What follows belongs to an exercise in optimizing a design on an open flow for a short achievable clock period and few clock cycles; a production flow would make more cautious choices.
Function was checked by simulation only, so behaviour that the tests miss may differ from the original.
No activity file was given, so power comes from the tool's default toggle rates.

[design.v]
module lc2k_core (
    input  wire        clk,
    input  wire        rst,           
    output wire [15:0] imem_addr,
    input  wire [31:0] imem_rdata,
    output wire [15:0] dmem_addr,
    input  wire [31:0] dmem_rdata,
    output wire        dmem_we,
    output wire [31:0] dmem_wdata,
    output wire        halted
);
    localparam [3:0] OP_ADD   = 4'd0,
                     OP_NOR   = 4'd1,
                     OP_LOAD  = 4'd2,
                     OP_STORE = 4'd3,
                     OP_BEQ   = 4'd4,
                     OP_JALR  = 4'd5,
                     OP_HALT  = 4'd6,
                     OP_NOOP  = 4'd7,
                     OP_INERT = 4'd8;
    localparam [31:0] NOOP_WORD = 32'h01C0_0000;
    localparam [3:0] DEST_NONE = 4'b0000;
    function [3:0] dec_op(input [31:0] w);
        dec_op = (w[31:25] == 7'd0) ? {1'b0, w[24:22]} : OP_INERT;
    endfunction
    function [3:0] dest_of(input [31:0] w);
        reg [3:0] op;
        begin
            op = dec_op(w);
            if (op == OP_ADD || op == OP_NOR)
                dest_of = {1'b1, w[2:0]};
            else if (op == OP_LOAD)
                dest_of = {1'b1, w[18:16]};
            else
                dest_of = DEST_NONE;
        end
    endfunction
    function is_writer(input [3:0] op);
        is_writer = (op == OP_ADD) || (op == OP_NOR) || (op == OP_LOAD);
    endfunction
    function is_user(input [3:0] op);
        is_user = (op == OP_ADD) || (op == OP_NOR) || (op == OP_BEQ) ||
                  (op == OP_STORE) || (op == OP_LOAD);
    endfunction
    reg [15:0] pc;
    reg [31:0] regs [0:7];
    reg [31:0] ifid_instr;
    reg [15:0] ifid_pcplus1;
    reg [31:0] idex_instr;
    reg [15:0] idex_pcplus1;
    reg [31:0] idex_rega;
    reg [31:0] idex_regb;
    reg [31:0] idex_offset;
    reg [3:0]  idex_op;
    reg [3:0]  idex_dest;
    reg [31:0] exmem_instr;
    reg [15:0] exmem_target;
    reg        exmem_eq;
    reg [31:0] exmem_alu;
    reg [31:0] exmem_regb;
    reg [3:0]  exmem_op;
    reg [3:0]  exmem_dest;
    reg [31:0] memwb_instr;
    reg [31:0] memwb_data;
    reg [3:0]  memwb_op;
    reg [3:0]  memwb_dest;
    reg [31:0] wbret_instr;
    reg [31:0] wbret_data;
    reg [3:0]  wbret_dest;
    assign halted = (memwb_op == OP_HALT);
    assign imem_addr = pc;
    wire [15:0] pc_plus1 = pc + 16'd1;
    wire [3:0]  id_op     = dec_op(ifid_instr);
    wire [2:0]  id_a      = ifid_instr[21:19];
    wire [2:0]  id_b      = ifid_instr[18:16];
    wire [31:0] id_offset = {{16{ifid_instr[15]}}, ifid_instr[15:0]};
    wire [3:0]  id_dest   = dest_of(ifid_instr);
    wire load_use = (idex_op == OP_LOAD) && is_user(id_op) &&
                    ((idex_dest == {1'b1, id_a}) ||
                     (id_op != OP_LOAD && idex_dest == {1'b1, id_b}));
    wire [2:0] ex_a = idex_instr[21:19];
    wire [2:0] ex_b = idex_instr[18:16];
    wire [3:0] wbret_op = dec_op(wbret_instr);
    function [31:0] fwd(input [2:0] r, input [31:0] v);
        if (exmem_dest == {1'b1, r} && is_writer(exmem_op))
            fwd = exmem_alu;
        else if (memwb_dest == {1'b1, r} && is_writer(memwb_op))
            fwd = memwb_data;
        else if (wbret_dest == {1'b1, r} && is_writer(wbret_op))
            fwd = wbret_data;
        else
            fwd = v;
    endfunction
    wire [31:0] ex_opa = fwd(ex_a, idex_rega);
    wire [31:0] ex_opb = fwd(ex_b, idex_regb);
    reg [31:0] ex_alu;
    always @(*) begin
        case (idex_op)
            OP_ADD:            ex_alu = ex_opa + ex_opb;
            OP_NOR:            ex_alu = ~(ex_opa | ex_opb);
            OP_LOAD, OP_STORE: ex_alu = ex_opa + idex_offset;
            default:           ex_alu = 32'd0;
        endcase
    end
    wire        ex_eq     = (ex_opa == ex_opb);
    wire [15:0] ex_target = idex_pcplus1 + idex_offset[15:0];
    assign dmem_addr  = exmem_alu[15:0];
    assign dmem_wdata = exmem_regb;
    assign dmem_we    = (exmem_op == OP_STORE) && !halted;
    wire [31:0] mem_data = (exmem_op == OP_LOAD) ? dmem_rdata : exmem_alu;
    wire        taken    = (exmem_op == OP_BEQ) && exmem_eq;
    integer i;
    always @(posedge clk) begin
        if (rst) begin
            pc <= 16'd0;
            for (i = 0; i < 8; i = i + 1)
                regs[i] <= 32'd0;
            ifid_instr   <= NOOP_WORD;
            ifid_pcplus1 <= 16'd0;
            idex_instr   <= NOOP_WORD;
            idex_pcplus1 <= 16'd0;
            idex_rega    <= 32'd0;
            idex_regb    <= 32'd0;
            idex_offset  <= 32'd0;
            idex_op      <= OP_NOOP;
            idex_dest    <= DEST_NONE;
            exmem_instr  <= NOOP_WORD;
            exmem_target <= 16'd0;
            exmem_eq     <= 1'b0;
            exmem_alu    <= 32'd0;
            exmem_regb   <= 32'd0;
            exmem_op     <= OP_NOOP;
            exmem_dest   <= DEST_NONE;
            memwb_instr  <= NOOP_WORD;
            memwb_data   <= 32'd0;
            memwb_op     <= OP_NOOP;
            memwb_dest   <= DEST_NONE;
            wbret_instr  <= NOOP_WORD;
            wbret_data   <= 32'd0;
            wbret_dest   <= DEST_NONE;
        end else if (!halted) begin
            if (is_writer(memwb_op))
                regs[memwb_dest[2:0]] <= memwb_data;
            wbret_instr <= memwb_instr;
            wbret_data  <= memwb_data;
            wbret_dest  <= memwb_dest;
            memwb_instr <= exmem_instr;
            memwb_data  <= mem_data;
            memwb_op    <= exmem_op;
            memwb_dest  <= exmem_dest;
            if (taken) begin
                pc           <= exmem_target;
                ifid_instr   <= NOOP_WORD;
                ifid_pcplus1 <= 16'd0;
                idex_instr   <= NOOP_WORD;
                idex_pcplus1 <= 16'd0;
                idex_rega    <= 32'd0;
                idex_regb    <= 32'd0;
                idex_offset  <= 32'd0;
                idex_op      <= OP_NOOP;
                idex_dest    <= DEST_NONE;
                exmem_instr  <= NOOP_WORD;
                exmem_target <= 16'd0;
                exmem_eq     <= 1'b0;
                exmem_alu    <= 32'd0;
                exmem_regb   <= 32'd0;
                exmem_op     <= OP_NOOP;
                exmem_dest   <= DEST_NONE;
            end else begin
                exmem_instr  <= idex_instr;
                exmem_target <= ex_target;
                exmem_eq     <= ex_eq;
                exmem_alu    <= ex_alu;
                exmem_regb   <= ex_opb;
                exmem_op     <= idex_op;
                exmem_dest   <= idex_dest;
                if (load_use) begin
                    pc           <= pc;
                    ifid_instr   <= ifid_instr;
                    ifid_pcplus1 <= pc;
                    idex_instr   <= NOOP_WORD;
                    idex_pcplus1 <= 16'd0;
                    idex_rega    <= 32'd0;
                    idex_regb    <= 32'd0;
                    idex_offset  <= 32'd0;
                    idex_op      <= OP_NOOP;
                    idex_dest    <= DEST_NONE;
                end else begin
                    pc           <= pc_plus1;
                    ifid_instr   <= imem_rdata;
                    ifid_pcplus1 <= pc_plus1;
                    idex_instr   <= ifid_instr;
                    idex_pcplus1 <= ifid_pcplus1;
                    idex_rega    <= regs[id_a];
                    idex_regb    <= regs[id_b];
                    idex_offset  <= id_offset;
                    idex_op      <= id_op;
                    idex_dest    <= id_dest;
                end
            end
        end
    end
endmodule
[run.sh]
#!/bin/bash
# synth_recipe.tcl (not shown) runs the flow's synth.tcl, then flattens the netlist and writes it again
# the make line also repeats each setting of config.mk as NAME=value (left out here)
make -C /OpenROAD-flow-scripts/flow DESIGN_CONFIG=/design/flow/config.mk WORK_HOME=/design/flow/orfs CLKGATE_MAP_FILE= SYNTH_SCRIPT=/design/flow/synth_recipe.tcl finish
[config.mk]
export PLATFORM = sky130hd
export DESIGN_NAME = lc2k_core
export DESIGN_NICKNAME = lc2k_core
export VERILOG_FILES = /design/flow/design.v
export SDC_FILE = /design/flow/constraint.sdc
export NUM_CORES = 4
export LEC_CHECK = 0
export CAP_MARGIN = 20
export CORE_MARGIN = 2
export CORE_UTILIZATION = 40
export PLACE_DENSITY = 0.6
export SLEW_MARGIN = 20
[constraint.sdc]
create_clock -name core_clock -period 6.0 [get_ports {clk}]
set_input_delay 1.2000 -clock core_clock [delete_from_list [all_inputs] [get_ports {clk}]]
set_output_delay 1.2000 -clock core_clock [all_outputs]
set_load 0.01 [all_outputs]
==> flow_metrics.py <==
metrics = {
    "worst_setup_path": {
        "reg2reg_to": "exmem_alu[19]$_SDFFE_PP0N_",
        "worstPathMaxFanout": 28,
        "path_cells": "nor4_1 > nand4_1 > nor4_4 > buf_6 > mux2i_1 > a211oi_1 > a21oi_1 > a21oi_1 > ha_1 > o21a_1 > o21a_1 > a211oi_1 > o21ai_1 > a211oi_1 > o21ai_1 > xor2_1 > a222oi_1 > nor2_1",
        "worstSetupStartpointType": "register",
        "reg2reg_setup_slack_ns": 0.57,
        "end_kind": "register",
        "cp_data_arrival_time_ns": 5.91,
        "critical_path.slowest_cell": "nor4_4",
        "reg2reg_depth": 18,
        "required_ns": 6.49,
        "crit_start": "wbret_instr[26]$_SDFFE_PP0N_",
        "crit_path_max_incr_delay_ns": 0.63,
        "rr_startpoint": "wbret_instr[26]$_SDFFE_PP0N_",
        "worst_path_most_repeated_cell": "a211oi_1",
        "worstSetupEndpoint": "exmem_alu[19]$_SDFFE_PP0N_",
        "crit_type": "register to register",
    },
    "outcome": {
        "status": "no timing/DRC/antenna violations",
    },
    "clocking": {
        "cts_tree": "done",
        "cts_root_buffer": "clkbuf_16",
        "cts.sinks": 641,
        "cts_buffer_depth": 3,
        "clock_latency_ns": 0.63,
        "clk_pin_slew_worst_paths_ns": 0.06,
        "cts_max_level": 3,
        "numCtsBuffers": 69,
    },
    "yosys": {
        "ys_ff_latch": 641,
        "synthCells": 3286,
        "synth_warnings": 1,
        "avgSynthCellArea_um2": 9.981,
        "ys_types": 67,
        "syn_nets": 3433,
        "ys.flop_type": "dfxtp_1",
        "synth-seq-area-share_pct": 46.94,
        "synth_edf_count": 256,
        "syn_area_um2": 32800,
        "ys_async_sr_fraction_pct": 0,
    },
    "timing": {
        "rsz0062_at_grt": "no",
        "setup_violations": 0,
        "hold_violations": 0,
        "clock_skew_ns": 0.02516,
        "worst_pin_slew_ns": 1.121,
        "setup_tns_ns": 0,
        "finalMaxSlewViolations": 0,
        "fmax_mhz": 184.3,
        "fin_crit_ns": 5.425,
        "worst_slack_ns": 0.5749,
        "timing.slew.headroom_pct": 25.29,
        "post-route-period-util_pct": 90.42,
    },
    "detailed_routing": {
        "first_pass_iters": 7,
        "drt_iter0_drc": 1939,
        "drc_errors": 0,
        "ant_nets": 0,
        "vias": 24790,
        "vias_per_cell": 5.670,
        "routed_wl_um": 97690,
        "wl_per_cell_um": 22.34,
    },
    "floorplan": {
        "core_area_um2": 81580,
        "die_y_um": 290.4,
        "die_w_um": 290.4,
        "initial_core_util_pct": 40.20,
        "ios": 132,
        "design.die.area_um2": 84300,
        "fp-row-count": 105,
    },
    "placement": {
        "gp_congestion": 0.9280,
        "dp_cells": 4247,
        "portBuffers": 131,
        "postPlaceCellArea_um2": 34860,
        "pre_cts_slack_ns": 0.5297,
        "dp_hpwl_um": 63310,
    },
    "global_routing": {
        "grt_overflow_total": 0,
        "grt_use_total_pct": 22.76,
        "grt_pass1_wl_um": 148300,
        "grt_max_degree": 175,
        "first_global_vias": 24340,
        "grt_antenna_before_repair": 0,
    },
    "final_layout": {
        "nNetsFinal": 3395,
        "drive_above_1_share_pct": 10.60,
        "diodes": 0,
        "fillers": 7706,
        "finalInstanceArea_um2": 37110,
        "final_cells": 4373,
        "synthToLayoutAreaGrowth_pct": 13.13,
    },
    "min_path": {
        "min_from": "ifid_pcplus1[14]$_SDFFE_PP0N_",
        "min_path_type": "register to register",
    },
    "power": {
        "p_leak_nw": 13.78,
        "ir_drop_mv": 0.2842,
        "p_per_area_nw_per_um2": 296.2,
    },
    "run": {
        "cap_viol_max_count": 0,
    },
}
-- layout by cell type (no fill, tap or decap), types with 106 or more instances in the layout --
cell / n
nor2_1: 494
dfxtp_1: 379
a21oi_1: 309
and2_1: 260
edfxtp_1: 256
nand2_1: 209
mux2i_1: 167
clkdlybuf4s50_1: 130
mux4_2: 128
a22oi_1: 109
a211oi_1: 106
-- worst min path at each step --
| stage | endpoint | slack (ns) | cells after the start |
|---|---|---|---|
| final | ifid_pcplus1[14]$_SDFFE_PP0N_ | 0.45 | 2 |
| after global routing | ifid_pcplus1[14]$_SDFFE_PP0N_ | 0.47 | 2 |
| after CTS | ifid_pcplus1[14]$_SDFFE_PP0N_ | 0.45 | 2 |
| after detailed placement | ifid_pcplus1[14]$_SDFFE_PP0N_ | 0.44 | 2 |
| after global placement | memwb_instr[30]$_SDFFE_PP0N_ | 0.44 | 2 |
| after floorplan | ifid_pcplus1[14]$_SDFFE_PP0N_ | 0.43 | 2 |
-- metrics by stage --
step | hold WS [ns] | power [mW] | utilization (%)
3_3_place_gp | 0.4395 | 6.796 | 42.73
2_1_floorplan | 0.4251 | 6.174 | -
5_1_grt | 0.4657 | 11.42 | 45.48
4_1_cts | 0.4501 | 11.06 | 45.47
6_report | 0.4483 | 10.99 | 45.48
3_5_place_dp | 0.4416 | 6.805 | 42.73
-- cell families (layout without fill, tap and decap cells) --
logic type                 count (synthesis)  after routing  share of synthesized area (%)
DFF                                      641            641                          46.94
and+or+nand+nor                         1155           1155                          16.56
AOI/OAI and AO/OA                        700            700                          13.39
buffers and inverters                    340            357                          4.097
muxes                                    297            297                          13.95
xor gates and xnor gates                  72             72                          1.923
adders and majority gates                 81             81                          3.136
-- flip-flops by register name (all words and copies together), names as in the netlist, 32 cells and up, named ones only --
name        flops
wbret_data     32
memwb_data     32
idex_regb      32
idex_instr     32
regs          256
ifid_instr     32
exmem_alu      32
idex_rega      32
exmem_regb     32
-- report_power, final --
group	switching (mW)	total (mW)	internal [mW]
sequential	0.274	5.02	4.75
clock	1.85	4.27	2.43
combinational	0.998	1.69	0.692
-- final cells by class --
cell class	count	area (um2)	area share, %
multi-input cells	2305	16180	43.62
well taps	1070	1339	3.608
clock buffers	103	2006	5.405
flip-flops and latches	641	15410	41.52
clock inverters	23	227.7	0.6137
inverters	46	180.2	0.4856
repair buffers	185	1763	4.751
-- routing by layer --
layer | wire [um] | track usage, % | vias up
met1 | 43770 | 30.97 | 12360
met4 | 2414 | 6.352 | 0
met2 | 47140 | 38.22 | 598
met5 | 0 | 0 | -
li1 | - | - | 11710
met3 | 4363 | 2.814 | 124
-- cell usage after synthesis, drive strengths merged, types with 79 or more instances --
cell / count / area [um2]
clkbuf: 245 / 919.6
a211oi: 106 / 795.8
a21oi: 309 / 1546
and2: 260 / 1627
mux4: 128 / 2883
edfxtp: 256 / 7687
dfxtp: 385 / 7707
nand2: 210 / 788.3
mux2i: 167 / 1672
ha: 79 / 988.5
a22oi: 109 / 818.3
nor2: 503 / 1888
-- critical path, delay by kind of cell, from the launching register on --
kind | cells | cell delay, ns
simple gates | 4 | 1.34
mux | 1 | 0.25
fa+ha+maj | 1 | 0.36
flops | 1 | 0.31
buf+inv | 1 | 0.39
compound gates | 10 | 2.46
xor+xnor | 1 | 0.16
-- timing repair --
action | in CTS | in global routing
setup endpoints to repair | 0 | 1
gates resized for setup | 0 | 1
setup buffers | 0 | 0
hold buffers | 0 | 0
Testbench counts, summed over its fixed seeds: cycles 75,995.

## re-timing with driven ports
The results above use ideal ports. As a check the final layout listed here was re-extracted and re-timed, cells and wires unchanged. Step 1 sets driving cells, clkbuf_16 on the clock port and buf_2 on the other inputs (assumed; they add their load-dependent delay and slew). Step 2, shift: input delay + t, output delay - t, t = (earliest + latest rising clock arrival at the registers) / 2. This alone moves slack from input paths to output paths. Slacks: ideal / step 1 / step 2; pairs: ideal / step 1.
t, ns: 0.680
slack for setup (ns): 0.575 / 0.575 / 0.575
worst data-port slew with drivers (ns): 0.06
pins driven straight from the clock port: 1
After both steps setup and hold are still met in this run. For this run, drivers alone change the setup slack by 0.000 ns; drivers and shift together by 0.000 ns.
